Source: an optimization exercise on an open RTL-to-GDS flow (aim: small area). Production flows keep margins and buffers that such runs may drop.
The RTL was checked by simulation tests, not by an equivalence proof against the original design.
No driver is modelled on the clock port, so clocking that relies on it looks cheaper here than on a real chip.
No activity file was given, so power comes from the tool's default toggle rates.

<file path="flow/flow/run.sh">
#!/bin/bash
# Own flow: the standard layout (standard.sh, all steps to finish) with
# these changes:
#  - synthesis: the combinational logic is mapped by ABC with an
#    area-oriented script (flow/area.abc) instead of ORFS's
#    abc_speed.script. Flip-flop mapping (dfflibmap) runs before ABC and is
#    unchanged, so the registers, their names and cell types are those of
#    the standard synthesis.
#  - CTS: the same clock_tree_synthesis call as ORFS makes from the
#    CTS_* settings, plus -dont_use_dummy_load.
#  - after global route (flow/clkfix.tcl): clock buffers whose flip-flop
#    clock pins would see a slew above 115 ps are upsized to clkbuf_16.
# Each step's full output is in orfs/logs/...; make's output in flow_make.log.
set -euo pipefail
here=$(pwd)
export MY_ABC_SCRIPT="$here/flow/area.abc"
{
  echo 'proc abc {args} {'
  echo '  set i [lsearch -exact $args -script]'
  echo '  if { $i >= 0 } { lset args [expr {$i + 1}] $::env(MY_ABC_SCRIPT) }'
  echo '  yosys abc {*}$args'
  echo '}'
  cat synth_recipe.tcl
} > my_synth.tcl
sed "s#SYNTH_SCRIPT=[^ ]*synth_recipe.tcl#SYNTH_SCRIPT=$here/my_synth.tcl#" standard.sh > my_standard.sh
grep -q "SYNTH_SCRIPT=$here/my_synth.tcl" my_standard.sh
CTS_SIZE=$(sed -n 's/^export CTS_CLUSTER_SIZE = //p' config.mk)
CTS_DIAM=$(sed -n 's/^export CTS_CLUSTER_DIAMETER = //p' config.mk)
CTS_BUFS=$(sed -n 's/^export CTS_BUF_LIST = //p' config.mk)
bash my_standard.sh \
  "CTS_ARGS=-sink_clustering_enable -repair_clock_nets -sink_clustering_size $CTS_SIZE -sink_clustering_max_diameter $CTS_DIAM -buf_list $CTS_BUFS -dont_use_dummy_load" \
  "POST_GLOBAL_ROUTE_TCL=$here/flow/clkfix.tcl" \
  finish > flow_make.log 2>&1
</file>
<file path="flow/flow/area.abc">
strash
dc2
&get -n
&st
&dch -f
&nf -R 1000 -a -p
&put
</file>
<file path="flow/flow/clkfix.tcl">
proc clkfix_worst_slews {} {
  set worst [dict create]
  foreach pin [get_pins -hierarchical */CLK] {
    set w 0
    foreach e {rise fall} {
      set s [get_property $pin slew_max_$e]
      if {$s > $w} { set w $s }
    }
    set net [get_nets -of_objects $pin]
    foreach d [get_pins -of_objects $net -filter "direction==output"] {
      set inst [get_full_name [get_cells -of_objects $d]]
      if {![dict exists $worst $inst] || [dict get $worst $inst] < $w} { dict set worst $inst $w }
    }
  }
  return $worst
}
set clkfix_limit [expr {[info exists ::env(CLKFIX_LIMIT)] ? $::env(CLKFIX_LIMIT) : 0.115}]
estimate_parasitics -global_routing
set clkfix_list {}
dict for {inst w} [clkfix_worst_slews] {
  set master [get_property [get_cells $inst] ref_name]
  if {$w > $clkfix_limit && [string match sky130_fd_sc_hd__clkbuf_* $master] && $master ne "sky130_fd_sc_hd__clkbuf_16"} {
    lappend clkfix_list $inst
    puts "clkfix: $inst ($master) worst sink slew [format %.1f [expr {$w * 1000}]] ps"
  }
}
if {[llength $clkfix_list]} {
  global_route -start_incremental
  foreach inst $clkfix_list { replace_cell $inst sky130_fd_sc_hd__clkbuf_16 }
  detailed_placement
  global_route -end_incremental
  estimate_parasitics -global_routing
  dict for {inst w} [clkfix_worst_slews] {
    if {$w > $clkfix_limit} { puts "clkfix: still $inst [format %.1f [expr {$w * 1000}]] ps" }
  }
  write_guides $::env(RESULTS_DIR)/route.guide
}
puts "clkfix: upsized [llength $clkfix_list] clock buffers"
</file>
<file path="flow/standard.sh">
#!/bin/bash
# synth_recipe.tcl (not shown) runs the flow's synth.tcl, then flattens the netlist and writes it again
# the make line also repeats each setting of config.mk as NAME=value (left out here)
make -C /OpenROAD-flow-scripts/flow DESIGN_CONFIG=/design/flow/config.mk WORK_HOME=/design/flow/orfs CLKGATE_MAP_FILE= SYNTH_SCRIPT=/design/flow/synth_recipe.tcl "${@:-finish}"
</file>
<file path="flow/config.mk">
export PLATFORM = sky130hd
export DESIGN_NAME = pfrb
export DESIGN_NICKNAME = pfrb
export VERILOG_FILES = /design/flow/design.v
export SDC_FILE = /design/flow/constraint.sdc
export NUM_CORES = 8
export LEC_CHECK = 0
export CAP_MARGIN = 20
export CORE_MARGIN = 2
export CORE_UTILIZATION = 65
export CTS_BUF_LIST = sky130_fd_sc_hd__clkbuf_8
export CTS_CLUSTER_DIAMETER = 80
export CTS_CLUSTER_SIZE = 16
export PLACE_DENSITY = 0.75
export SLEW_MARGIN = 20
</file>
<file path="flow/constraint.sdc">
create_clock -name core_clock -period 10.0 [get_ports {clk}]
set_input_delay 2.0000 -clock core_clock [delete_from_list [all_inputs] [get_ports {clk}]]
set_output_delay 2.0000 -clock core_clock [all_outputs]
set_load 0.01 [all_outputs]
</file>
<file path="flow/design.v">
module pfrb (
    input  wire        clk,
    input  wire        rst,
    input  wire        in_valid,
    input  wire [7:0]  in_data,
    output wire        in_ready,
    input  wire        rx_fault,
    input  wire        cmd_valid,
    input  wire [8:0]  cmd,
    output reg         resp_valid,
    output reg  [46:0] resp
);
    localparam BW = 224;    
    localparam [1:0] PH_IDLE   = 2'b00;
    localparam [1:0] PH_HUNT   = 2'b10;
    localparam [1:0] PH_BODY   = 2'b11;
    localparam [1:0] PH_HALTED = 2'b01;
    reg [1:0]  phase;
    reg [4:0]  cnt;           
    reg [15:0] spd;           
    reg [15:0] prev_start;
    reg        ltf;           
    reg [207:0] sr;           
    reg [2:0]  wblk;          
    reg        rotc;
    reg [15:0] rpm_raw;
    reg        commit_q;      
    reg        rfull;         
    reg        rpm_ok;        
    reg [5:0]  snap_z;
    reg [5:0]  ph;            
    reg [2:0]  wtgt;          
    reg        wpend;         
    reg [5:0]  pc;            
    reg        xn;            
    reg [BW*6-1:0] ring;      
    reg [BW*6-1:0] snap;
    wire [2:0] op  = cmd[2:0];
    wire cmd_snap = cmd_valid && (op == 3'd1);
    wire [5:0] ring_z;
    genvar zb;
    generate
        for (zb = 0; zb < 6; zb = zb + 1) begin : g_rz
            assign ring_z[zb] = !rfull && (wblk <= zb);
        end
    endgenerate
    assign in_ready = phase[1];
    wire accept  = in_valid && in_ready && !rx_fault;
    wire in_body = phase[0];
    wire acc_body = accept && in_body;
    wire acc_hunt = accept && !in_body;
    wire commit  = acc_body && (cnt == 5'd31);
    reg [7:0] marker_byte;
    always @(*) begin
        case (cnt[1:0])
            2'd0:    marker_byte = 8'h55;
            2'd1:    marker_byte = 8'hAA;
            2'd2:    marker_byte = 8'h03;
            default: marker_byte = 8'h08;
        endcase
    end
    wire match  = (in_data == marker_byte);
    wire is55   = (in_data == 8'h55);
    wire [7:0] cmp_p = cnt[0] ? prev_start[15:8] : prev_start[7:0];
    wire       cmp_f = cnt[0] ? ltf : 1'b0;
    wire [8:0] cmp_d = {1'b0, in_data} - {1'b0, cmp_p} - {8'd0, cmp_f};
    wire       cmp_lt = cmp_d[8];
    function [5:0] slot1h;
        input integer p;
        input [5:0] p1h;
        integer bb;
        begin
            for (bb = 0; bb < 6; bb = bb + 1)
                slot1h[bb] = p1h[(p - bb + 6) % 6];
        end
    endfunction
    function [2:0] enc6;
        input [5:0] v;
        integer i;
        begin
            enc6 = 3'd0;
            for (i = 0; i < 6; i = i + 1)
                if (v[i]) enc6 = enc6 | i[2:0];
        end
    endfunction
    function [5:0] dec6;
        input [2:0] v;
        integer i;
        begin
            for (i = 0; i < 6; i = i + 1) dec6[i] = (v == i);
        end
    endfunction
    wire [5:0] s5_1h = slot1h(5, ph);
    wire [5:0] s1_1h = slot1h(1, ph);
    wire [2:0] sport = enc6(s5_1h);
    wire [5:0] wtgt1h = dec6(wtgt);
    wire wr_now = (commit && sport == wblk) || (wpend && sport == wtgt);
    wire [5:0] hold1h = wpend ? wtgt1h : 6'd0;
    wire [5:0] pce    = cmd_snap ? 6'h3f : pc;              
    wire [5:0] nocp   = (cmd_snap ? wpend : (xn && wpend)) ? hold1h : 6'd0;
    wire [5:0] cpok   = pce & ~nocp;
    wire cp0 = |(cpok & s5_1h);
    wire cp2 = |(cpok & s1_1h);
    wire [BW-1:0] nblk  = {sr, prev_start};           
    wire [BW-1:0] r5 = ring[BW*5 +: BW];
    wire [BW-1:0] r1 = ring[BW*1 +: BW];
    always @(posedge clk) begin
        ring <= {ring[0 +: BW*5], wr_now ? nblk : r5};
        snap <= {snap[BW*4 +: BW],
                 snap[BW*3 +: BW],
                 snap[BW*2 +: BW],
                 cp2 ? r1 : snap[BW*1 +: BW],
                 snap[BW*0 +: BW],
                 cp0 ? r5 : snap[BW*5 +: BW]};
    end
    wire [5:0] pc_next = pce & ~((cp0 ? s5_1h : 6'd0) | (cp2 ? s1_1h : 6'd0));
    always @(posedge clk) begin
        if (rst) begin
            ph    <= 6'd1;
            wpend <= 1'b0;
            wtgt  <= 3'd0;
            pc    <= 6'd0;
            xn    <= 1'b0;
        end else begin
            ph <= {ph[4:0], ph[5]};
            if (commit)
                wtgt <= wblk;
            if (commit && sport != wblk)
                wpend <= 1'b1;
            else if (wpend && sport == wtgt)
                wpend <= 1'b0;
            pc <= pc_next;
            if (cmd_snap)
                xn <= wpend;
            else if (!(|(pc_next & wtgt1h)))
                xn <= 1'b0;
        end
    end
    always @(posedge clk) begin
        if (rst) begin
            phase   <= PH_IDLE;
            cnt     <= 5'd0;
            wblk    <= 3'd0;
            rotc    <= 1'b0;
            rfull   <= 1'b0;
            rpm_ok  <= 1'b0;
            snap_z  <= 6'h3f;
            commit_q <= 1'b0;
        end else begin
            commit_q <= commit;
            if (commit_q)
                rpm_ok <= 1'b1;
            if (cmd_valid && op == 3'd4 && phase == PH_IDLE)
                phase <= PH_HUNT;
            if (cmd_snap)
                snap_z <= ring_z;
            if (acc_hunt) begin
                if (match && cnt[1:0] == 2'd3) begin
                    phase <= PH_BODY;
                    cnt   <= 5'd0;
                end else if (match) begin
                    cnt   <= cnt + 5'd1;
                end else begin
                    cnt   <= {4'd0, is55};
                end
            end
            if (acc_body) begin
                cnt <= cnt + 5'd1;
            end
            if (commit) begin
                phase   <= PH_HUNT;
                wblk    <= (wblk == 3'd5) ? 3'd0 : wblk + 3'd1;
                if (wblk == 3'd5)
                    rfull <= 1'b1;
            end
            rotc <= (rotc && !cmd_snap) || (commit && ltf);
            if (rx_fault && phase != PH_HALTED)
                phase <= PH_HALTED;
        end
    end
    always @(posedge clk) begin
        if (acc_body && cnt[4:1] == 4'd1)
            ltf <= cmp_lt && !ring_z[0];
        if (acc_body && cnt == 5'd2) prev_start[7:0]  <= in_data;
        if (acc_body && cnt == 5'd3) prev_start[15:8] <= in_data;
        if (commit_q) rpm_raw <= spd;
        if (acc_body && cnt == 5'd0) spd[7:0]  <= in_data;
        if (acc_body && cnt == 5'd1) spd[15:8] <= in_data;
        if (acc_body && cnt >= 5'd4 && cnt <= 5'd29)
            sr <= {in_data, sr[207:8]};
    end
    function [5:0] posof;
        input [5:0] b1h;
        input [5:0] p1h;
        integer pp, bb;
        begin
            posof = 6'd0;
            for (pp = 0; pp < 6; pp = pp + 1)
                for (bb = 0; bb < 6; bb = bb + 1)
                    if (p1h[(pp - bb + 6) % 6] && b1h[bb]) posof[pp] = 1'b1;
        end
    endfunction
    wire [5:0] nx1h = xn ? (pc & wtgt1h) : 6'd0;
    wire [2:0] in_rb = cmd[8:6];
    wire [2:0] in_ri = cmd[5:3];
    wire [5:0] in_b1h  = dec6(in_rb);
    wire [5:0] in_hit  = posof(in_b1h, ph);
    wire       in_new  = |(in_b1h & nx1h);
    wire       in_pend = |(in_b1h & pc);
    wire       in_ring = in_pend && !in_new;
    wire       in_snap = !in_pend;
    reg [31:0] raw;       
    integer kr;
    always @(*) begin
        raw = {32{in_new}} & {nblk[BW-1 -: 16], nblk[15:0]};
        for (kr = 0; kr < 6; kr = kr + 1)
            raw = raw
                | ({32{in_snap && in_hit[kr]}} & {snap[BW*kr+208 +: 16], snap[BW*kr +: 16]})
                | ((kr != 0 && kr != 2) ? ({32{in_ring && in_hit[kr]}} & {ring[BW*kr+208 +: 16], ring[BW*kr +: 16]}) : 32'd0);
    end
    wire [15:0] r_start = raw[15:0];
    wire [15:0] r_end   = raw[31:16];
    wire        wrap    = (r_end < r_start);
    wire [15:0] m0 = in_ri[0] ? r_end : r_start;
    wire [15:0] m1 = in_ri[1] ? r_end : r_start;
    wire [15:0] m2 = in_ri[2] ? r_end : r_start;
    wire [18:0] q  = {3'b0, r_start} + {3'b0, m0} + {2'b0, m1, 1'b0} + {1'b0, m2, 2'b0};
    reg  [20:0] c_wi;
    always @(*) begin
        case ({wrap, in_ri})
            4'b1001: c_wi = 21'd327680 - 21'd23040;
            4'b1010: c_wi = 21'd327680 - 21'd46080;
            4'b1011: c_wi = 21'd327680 - 21'd69120;
            4'b1100: c_wi = 21'd327680 - 21'd92160;
            4'b1101: c_wi = 21'd327680 - 21'd115200;
            4'b1110: c_wi = 21'd327680 - 21'd138240;
            4'b1111: c_wi = 21'd327680 - 21'd161280;
            default: c_wi = 21'd327680;
        endcase
    end
    reg [20:0] ang_q;
    always @(posedge clk)
        ang_q <= c_wi - {2'b0, q};
    reg [8:0] cmd_q;
    reg       rotc_q;
    always @(posedge clk) begin
        if (rst)
            resp_valid <= 1'b0;
        else
            resp_valid <= cmd_valid;
        cmd_q  <= cmd;
        rotc_q <= rotc;
    end
    wire [2:0] q_op  = cmd_q[2:0];
    wire [2:0] rb    = cmd_q[8:6];
    wire [2:0] ri    = cmd_q[5:3];
    wire [5:0] q_b1h  = dec6(rb);
    wire [5:0] q_hit  = posof(q_b1h, ph);
    wire       q_new  = |(q_b1h & nx1h);
    wire       q_pend = |(q_b1h & pc);
    wire       q_ring = q_pend && !q_new;
    wire       q_snap = !q_pend;
    wire [47:0] ssel;
    wire [15:0] rsel;     
    wire [7:0]  nsel;
    genvar g, h;
    generate
        for (h = 0; h < 8; h = h + 1) begin : g_nsel
            assign nsel[h] = q_new && (ri == h);
        end
        for (g = 0; g < 6; g = g + 1) begin : g_psel
            for (h = 0; h < 8; h = h + 1) begin : g_sel
                assign ssel[g*8+h] = q_snap && q_hit[g] && (ri == h);
                if (g >= 4) begin : g_rsel
                    assign rsel[(g-4)*8+h] = q_ring && q_hit[g] && (ri == h);
                end
            end
        end
    endgenerate
    reg [23:0] smp;       
    integer k;
    always @(*) begin
        smp = 24'd0;
        for (k = 0; k < 8; k = k + 1)
            smp = smp | ({24{nsel[k]}} & nblk[16 + 24*k +: 24]);
        for (k = 0; k < 48; k = k + 1)
            smp = smp | ({24{ssel[k]}} & snap[BW*(k/8) + 16 + 24*(k%8) +: 24]);
        for (k = 0; k < 16; k = k + 1)
            smp = smp | ({24{rsel[k]}} & ring[BW*(4 + k/8) + 16 + 24*(k%8) +: 24]);
    end
    wire blk_z = snap_z[rb];
    wire [44:0] sdata = {ang_q, smp[15:0], smp[23:16]};
    always @(*) begin
        case (q_op)
            3'd0: resp = {2'd0, 44'd0, rotc_q};
            3'd2: begin
                if (rb[2:1] == 2'b11)
                    resp = {2'd2, 45'd0};
                else if (blk_z)
                    resp = 47'd0;
                else
                    resp = {2'd0, sdata};
            end
            3'd3: resp = {2'd0, 29'd0, rpm_ok ? rpm_raw : 16'd0};
            3'd5, 3'd6, 3'd7: resp = {2'd1, 45'd0};
            default: resp = 47'd0;
        endcase
    end
endmodule
</file>
==> flow_summary.rst <==
.. list-table::
   :header-rows: 1

   * - Metric
     - Value
   * - Antenna viol nets, final
     - 0
   * - Total design power
     - 17.9 mW
   * - Netlist area before placement
     - 85100 um^2
   * - GRT Total Usage
     - 40.0%
   * - Worst Setup Start Kind
     - flop
   * - Reg power frac
     - 67.9%
   * - Pre-CTS setup slack
     - 0.0949 ns
   * - Clock slew at the register clock pins of the worst setup and hold paths
     - 0.10 ns
   * - Startpoint-to-endpoint class of the critical path
     - reg2out
   * - Average cell area after synthesis
     - 15.0 um^2
   * - Total number of vias
     - 54.7k
   * - Maximum fanout along the worst path
     - 14
   * - IO Pins
     - 71
   * - Vias per Instance
     - 6.95
   * - Final instance area
     - 92900 um^2
   * - Die outline area
     - 134000 um^2
   * - Clock Skew
     - 0.0788 ns
   * - Net count after synthesis
     - 5816
   * - Crit path from
     - cmd_q[7]$_DFF_P_
   * - Max-cap check violation count
     - 0
   * - TritonCTS clock tree
     - done
   * - Class of the tightest hold or removal check
     - reg2reg
   * - Post-CTS Resized
     - 0
   * - Total overflow reported by the global router
     - 0
   * - Gate count of the mapped netlist
     - 5689
   * - Final hold slack
     - 0.287 ns
   * - Clock network latency to the later pin of the worst-skew pair
     - 1.00 ns
   * - Internal power contribution
     - 14.1 mW
   * - Switching share of power
     - 21.2%
   * - Post-CTS setup buffer count
     - 0
   * - Chip Width
     - 366 um
   * - Average detailed-routed wire length per instance
     - 34.8 um
   * - Synth Flop Type
     - sky130_fd_sc_hd__dfxtp_1
   * - Sum of routed wire length over all layers
     - 274000 um
   * - Leakage Power
     - 35.9 nW
   * - Reg2Reg Launch Point
     - wtgt[0]$_SDFFE_PP0P_
   * - Iter 0 DRT Violations
     - 11.0k
   * - Max-slew violation total from the final report
     - 0
   * - Status
     - complete, no violations
   * - Largest net degree at the start of global routing
     - 141
   * - Number of detailed-routing iterations run before antenna repair
     - 13
   * - Commonest non-fill, non-tap cell in the layout
     - sky130_fd_sc_hd__dfxtp_1
   * - HPWL after DPL
     - 171000 um
   * - Worst-case vdd ir drop
     - 165 uV
   * - Number of library cell types mapped by synthesis
     - 52
   * - Post-DP Area
     - 90000 um^2
   * - Switching power summed over all nets
     - 3.79 mW
   * - Final-stage net count
     - 6248
   * - Number of antenna violations at the first check in global routing
     - 13
   * - Number of placement rows
     - 132
   * - Async set or reset register ratio after synthesis
     - 0%
   * - Total of fill cells in the finished design
     - 8772
   * - Cell count after placement
     - 7655
   * - Cts bufs inserted
     - 206
   * - Share of total power in the clock network
     - 30.4%
   * - Number of synthesized flops with an enable pin
     - 257
   * - Hold path start
     - ring[770]$_DFF_P_
   * - Setup TNS
     - 0 ns
   * - Slew margin rel.
     - 13.1%
   * - Combinational cell fraction of total power
     - 1.7%
   * - Post-route setup slack
     - 0.496 ns
   * - Via count of the first global-routing pass
     - 53.1k
   * - Final setup vio count
     - 0
   * - Utilization of the core after routing
     - 71.6%
   * - #FFs+latches synth
     - 3014
   * - Arrival @ worst endpoint
     - 7.50 ns
   * - Clk sink count
     - 3014
   * - Synth Warn #
     - 1
   * - Sequential share of the synthesized area
     - 73.9%
   * - Cts hold-fix bufs
     - 0
   * - Filler-free cell count of the finished design
     - 7871
   * - Transition time at the pin with the least slew margin
     - 1.30 ns
   * - Minimum period implied by the final worst setup slack
     - 9.50 ns
   * - Wire length of the first global-routing pass
     - 382000 um
   * - Commonest cells after routing, fill and taps aside
     - sky130_fd_sc_hd__dfxtp_1, sky130_fd_sc_hd__mux2_1, sky130_fd_sc_hd__a222oi_1
   * - Number of hold-slack violations in the final timing report
     - 0
   * - Synth-to-layout area growth
     - 9.12%
   * - Power per cell area
     - 193 nW/um^2
   * - Top achievable clock speed
     - 105 MHz
   * - Ratio of cells with drive above 1 in the final layout
     - 7.37%
   * - Initial standard-cell utilization of the core
     - 65.6%
   * - Final period util
     - 95.0%
   * - Type of destination of the critical path
     - output port
   * - Number of remaining DRC errors
     - 0
   * - RePlAce Congestion
     - 0.971
   * - Buffers added on ports
     - 70
   * - Vertical die dimension
     - 366 um
   * - Core region area
     - 130000 um^2
   * - Required time at the endpoint of the critical path
     - 8.00 ns
[registers in the layout, indices dropped and copies added (netlist names)]
name,count
ltf,1
commit_q,1
rotc_q,1
prev_start,16
sr,208
cmd_q,9
xn,1
snap,1344
ring,1344
rpm_ok,1
wblk,3
rpm_raw,16
resp_valid,1
wpend,1
rfull,1
rotc,1
spd,16
phase,2
pc,6
cnt,5
snap_z,6
ang_q,21
ph,6
wtgt,3
[routing by layer]
| metal | wire length (um) | share of wire, % | track usage, % | up-vias |
|---|---|---|---|---|
| met3 | 38300 | 14 | 12.2 | 1046 |
| met2 | 116000 | 42 | 58.6 | 4475 |
| met5 | 171 | 0.062 | 0 | - |
| li1 | - | - | - | 22444 |
| met4 | 18500 | 6.8 | 22.9 | 12 |
| met1 | 101000 | 37 | 52.7 | 26733 |
[synth_stat cells (40+ instances only)]
master                        n  area (um^2)
sky130_fd_sc_hd__clkinv_1    77          289
sky130_fd_sc_hd__mux2_1     678         7630
sky130_fd_sc_hd__nand4_1    120          751
sky130_fd_sc_hd__a22oi_1    252         1890
sky130_fd_sc_hd__and2_0      40          250
sky130_fd_sc_hd__ha_1        67          838
sky130_fd_sc_hd__edfxtp_1   257         7720
sky130_fd_sc_hd__a21oi_1     85          425
sky130_fd_sc_hd__a222oi_1   458         4580
sky130_fd_sc_hd__nand2_1    229          860
sky130_fd_sc_hd__nand3_1    108          541
sky130_fd_sc_hd__o21ai_0     42          210
sky130_fd_sc_hd__dfxtp_1   2757        55200
sky130_fd_sc_hd__a221oi_1    54          473
sky130_fd_sc_hd__nor2_1     140          526
[critical path, stage by stage, from the launching register on]
cell                              delay (ns)
sky130_fd_sc_hd__dfxtp_1                0.57
sky130_fd_sc_hd__nor3b_1                0.80
sky130_fd_sc_hd__a222oi_1               0.16
sky130_fd_sc_hd__nand3_1                0.37
sky130_fd_sc_hd__a31o_1                 0.97
sky130_fd_sc_hd__nor2_4                 0.47
sky130_fd_sc_hd__buf_4                  0.44
sky130_fd_sc_hd__a22oi_1                0.35
sky130_fd_sc_hd__nand4_1                0.13
sky130_fd_sc_hd__or4_1                  0.51
sky130_fd_sc_hd__nor4_1                 0.75
sky130_fd_sc_hd__o21ai_0                0.41
sky130_fd_sc_hd__clkdlybuf4s50_1        0.59
[cell type report]
type / instances / area [um^2] / area share (%)
sequential: 3014 / 62900 / 67.7
multi-input combinational: 2598 / 22600 / 24.3
clock buffer: 206 / 2890 / 3.11
tap: 1742 / 2180 / 2.35
timing repair buffer: 224 / 1990 / 2.14
inverter: 77 / 289 / 0.311
antenna: 10 / 25.0 / 0.0269
[cell families after synthesis]
| kind of cell | after synthesis | share of synthesized area, % |
|---|---|---|
| buffers and inverters | 77 | 0.340 |
| XOR/XNOR | 26 | 0.268 |
| adder cells (fa/ha/maj) | 105 | 1.88 |
| AND/OR/NAND/NOR | 766 | 4.41 |
| multiplexers | 698 | 9.22 |
| AO/OA/AOI/OAI | 1003 | 9.98 |
| flip-flops | 3014 | 73.9 |
[power by group through the flow]
stage,Clock (mW),Sequential (mW),Combinational [mW]
global placement,0,12.4,0.286
detailed placement,0,12.4,0.289
CTS,5.38,12.2,0.290
floorplan,0,12.4,0.139
finish,5.44,12.2,0.303
[final timing paths]
kind / to / slack [ns] / cells past startpoint
max reg2reg: ang_q[19]$_DFF_P_ / 2.30 / 30
min reg2reg: ring[994]$_DFF_P_ / 0.29 / 0
min: ring[994]$_DFF_P_ / 0.29 / 0
max: resp[9] / 0.50 / 12

## separate check: timing with driven ports
In the flow no input, the clock included, has a driving cell. The finished layout below was timed again as built, in two steps. Step 1 (the two cells are an assumption about what drives the block):
set clk [get_ports {clk}]
set_driving_cell -lib_cell sky130_fd_sc_hd__clkbuf_16 $clk
set_driving_cell -lib_cell sky130_fd_sc_hd__buf_2 [delete_from_list [all_inputs] $clk]
Step 2 moves the port delays by t, midway between the first and last clock arrival at a register: inputs arrive t later, outputs are due t later. That takes back most of the time a late clock gives input paths. a / b / c = ideal / step 1 / step 2; a / b = the first two.
t, ns: 1.036
setup WS [ns]: 0.496 / 0.422 / -0.103
worst setup path at the end: input to register
latest minus earliest clock arrival (ns): 0.080 / 0.081
cell pins on the clock port's net: 1
With both steps, setup timing fails in this run, where it was met with ideal ports. The setup slack of this run moves by -0.074 ns with the drivers and by -0.599 ns with both steps.
